Background: an optimization exercise with open tools, aiming at a short achievable clock period and few clock cycles. Do not read the settings as production practice. The RTL was checked by simulation tests, not by an equivalence proof against the original design.

==> job 6650 <==
## hmmm_core
module hmmm_core (
    input  wire        clk,
    input  wire        rst,           
    input  wire [8:0]  code_size,     
    output wire        imem_req,
    output wire [7:0]  imem_addr,
    input  wire        imem_ready,
    input  wire [15:0] imem_rdata,
    output wire        dmem_req,
    output wire        dmem_we,
    output wire [7:0]  dmem_addr,
    output wire [15:0] dmem_wdata,
    input  wire        dmem_ready,
    input  wire [15:0] dmem_rdata,
    output wire        in_req,
    input  wire        in_valid,
    input  wire        in_abort,
    input  wire [15:0] in_data,
    output wire        out_valid,
    output wire [15:0] out_data,
    output wire [1:0]  status,        
    output wire [2:0]  cause,         
    output wire [7:0]  lpc,           
    input  wire [3:0]  dbg_addr,
    output wire [15:0] dbg_data
);
export LEC_CHECK = 0
export CAP_MARGIN = 20
export CELL_PAD_IN_SITES_DETAIL_PLACEMENT = 2
export CELL_PAD_IN_SITES_GLOBAL_PLACEMENT = 3
export CORE_MARGIN = 2
export CORE_UTILIZATION = 15
export PLACE_DENSITY = 0.28
export SETUP_SLACK_MARGIN = 4.5
export SLEW_MARGIN = 20
export TNS_END_PERCENT = 20
create_clock -name core_clock -period 11.0 [get_ports {clk}]
run.sh (not shown) runs the stock make flow with config.mk's settings and CLKGATE_MAP_FILE= SYNTH_SCRIPT=/design/flow/synth_recipe.tcl, a recipe that flattens the netlist after the stock synthesis.
==> inputs of job 1671, as changes to job 6650 <==
--- a/flow/design.v
+++ b/flow/design.v
@@ -41,12 +41,14 @@
     reg [2:0]  mode;
     reg [1:0]  run_status;
     reg [2:0]  fault_cause;
     reg [7:0]  lpc_r;
     reg [8:0]  cs;             
     reg [15:0] regs [1:15];
+    reg [15:0] dbg_regs [1:15];    
+    reg [1:0]  status_d;           
     reg [8:0]  a_pc;
     reg        a_v;
     reg [15:0] ir;
     reg [8:0]  e_pc;
     reg        e_v;            
     reg        e_oob;          
@@ -188,13 +190,14 @@
                     (ir[7:4] == rd || ir[3:0] == rd);
     wire ex = (mode == M_EX) && e_v && !e_oob && !mul_ovf && !ld_stall && !dv_stall;
     wire is_memop = is_load | is_store | is_loadi | is_storei;
     wire stall = (is_read & !in_valid) | (is_memop & !dmem_ready);
     wire ends  = is_halt | fault | (is_read & in_abort);
     wire e_fin = ex && !stall && !ends && !(is_div | is_mod);
-    wire        e_redir = ex && !ends && (is_jumpi || (is_jcc && (jcc_taken != e_pt)));
+    wire ex_nf = (mode == M_EX) && e_v && !e_oob && !ld_stall && !dv_stall;
+    wire        e_redir = ex_nf && (is_jumpi || (is_jcc && (jcc_taken != e_pt)));
     wire [8:0]  e_target = is_jumpi ? {1'b0, vx[7:0]} :
                            jcc_taken ? {1'b0, nn} : (e_pc + 9'd1);
     wire [15:0] dp_a = opy[15] ? (~opy + 16'd1) : opy;
     wire        bs  = opz[15];
     wire [19:0] bx  = {4'd0, opz ^ {16{bs}}};
     wire [19:0] b1  = bx + {19'd0, bs};
@@ -257,30 +260,30 @@
                           (!dv_na && !dv_nb) ? dv_r :
                           ( dv_na &&  dv_nb) ? (~dv_r + 16'd1) :
                           (!dv_na &&  dv_nb) ? (dv_r - df_bm) : (df_bm - dv_r);
     wire        df_ovf  = !dv_mod && !df_negq && dv_q[15];
     wire mc_fin = (mode == M_DVF && !df_ovf) ||
                   ((mode == M_DVI) && di_last && di_pos);
-    wire adv = !e_redir && !mul_ovf &&
-               ((mode == M_EX && (!e_v || e_fin)) || mc_fin);
+    wire adv = !e_redir &&
+               ((mode == M_EX && (!e_v || (ex_nf && !stall && !(is_div | is_mod)))) || mc_fin);
     wire [8:0] f_base = e_redir ? e_target : (adv && a_v) ? a_pc1 : a_pc;
     wire       f_w    = !e_redir && adv && a_v && w_pt;
     wire [8:0] f_addr = f_w ? {1'b0, w[7:0]} : f_base;
     assign imem_req   = (mode != M_DONE);
     assign imem_addr  = f_addr[7:0];
     assign dmem_req   = ex && is_memop;
     assign dmem_we    = ex && ((is_store && !n_code) || (is_storei && df[ry]));
     assign dmem_addr  = (op[2]) ? vy[7:0] : nn;
     assign dmem_wdata = vx;
     assign in_req     = ex && is_read;
     assign out_valid  = ex && is_write;
     assign out_data   = vx;
-    assign status     = run_status;
+    assign status     = status_d;
     assign cause      = fault_cause;
     assign lpc        = lpc_r;
-    assign dbg_data   = rv[dbg_addr];
+    assign dbg_data   = (dbg_addr == 4'd0) ? 16'd0 : dbg_regs[dbg_addr];
     wire        ex_we   = ex && (is_loadn | is_addn | is_add | is_sub | is_mul |
                                  (is_call & n_code) |
                                  (is_read & in_valid & !in_abort));
     wire [15:0] ex_data = ({16{is_loadn}} & simm) |
                           ({16{is_addn}}  & addn_res[15:0]) |
                           ({16{is_add}}   & add_res[15:0]) |
@@ -324,12 +327,17 @@
                     regs[i] <= mc_data;
         end
     end
     always @(posedge clk)
         cs <= code_size;
     always @(posedge clk) begin
+        for (i = 1; i < 16; i = i + 1)
+            dbg_regs[i] <= regs[i];
+        status_d <= rst ? ST_RUN : run_status;
+    end
+    always @(posedge clk) begin
         if (rst) begin
             mode        <= M_EX;
             run_status  <= ST_RUN;
             fault_cause <= C_NONE;
             lpc_r       <= 8'd0;
             a_pc        <= 9'd0;
Settings changed: CELL_PAD_IN_SITES_DETAIL_PLACEMENT 2 to 1, CELL_PAD_IN_SITES_GLOBAL_PLACEMENT 3 to 2, CORE_UTILIZATION 15 to 24, PLACE_DENSITY 0.28 to 0.42.
==> out/qor.csv <==
metric,value,unit
CLK BUF,161,
Crit Reg-Reg Startpoint,dv_m[13][0]$_SDFFE_PP0P_,
outcome,no timing/DRC/antenna violations,
simple-gate portion of the synthesized area,20.2,%
vias per inst,5.48,
That was job 6650.
==> out/qor.csv <==
metric,value,unit
outcome,failed layout checks,
SO Faults,slew limit,
vias in the first global route,99600,
vias per inst,6.21,
most frequent cells in the layout,"921 x buf_4, 878 x nand2_1, 877 x nor2_1, 796 x a21oi_1, 790 x dfxtp_1",
synthesized-area fraction occupied by adder cells,15.5,%
simple-gate portion of the synthesized area,19.2,%
Crit Reg-Reg Startpoint,dv_bits[4]$_SDFFE_PP0P_,
Max Slew Vio Count,76,
final cell count without fillers,16100,
CLK BUF,164,
That was job 1671.
Testbench counts of job 6650, summed over its fixed seeds: cycles 101,516.
Testbench counts of job 1671, summed over its fixed seeds: cycles 101,596.

afterwards: timing with drivers on the ports:
No port has a modelled driver above. Below, the same layouts with a new extraction and two added sets of constraints.
Step 1 sets driving cells, clkbuf_16 on the clock port and buf_2 on the other inputs (assumed; they add their load-dependent delay and slew).
Step 2 times the ports against the registers' clock, not the clock port: input delays grow and output delays shrink by t, the midpoint of the rising clock arrivals with the driver on.
Three values: no drivers, after step 1, after step 2; two values: the first two.
| run | t (ns) | setup slack, ns | worst hold slack (ns) | latest minus earliest clock arrival (ns) | worst slew at a driven data input, ns |
|---|---|---|---|---|---|
| job 6650 | 1.091 | 2.927 / 2.801 / 3.106 | 0.454 / 0.454 / 0.454 | 0.134 / 0.134 | 0.17 |
| job 1671 | 1.034 | 3.460 / 3.339 / 3.777 | 0.353 / 0.353 / 0.353 | 0.168 / 0.167 | 0.12 |
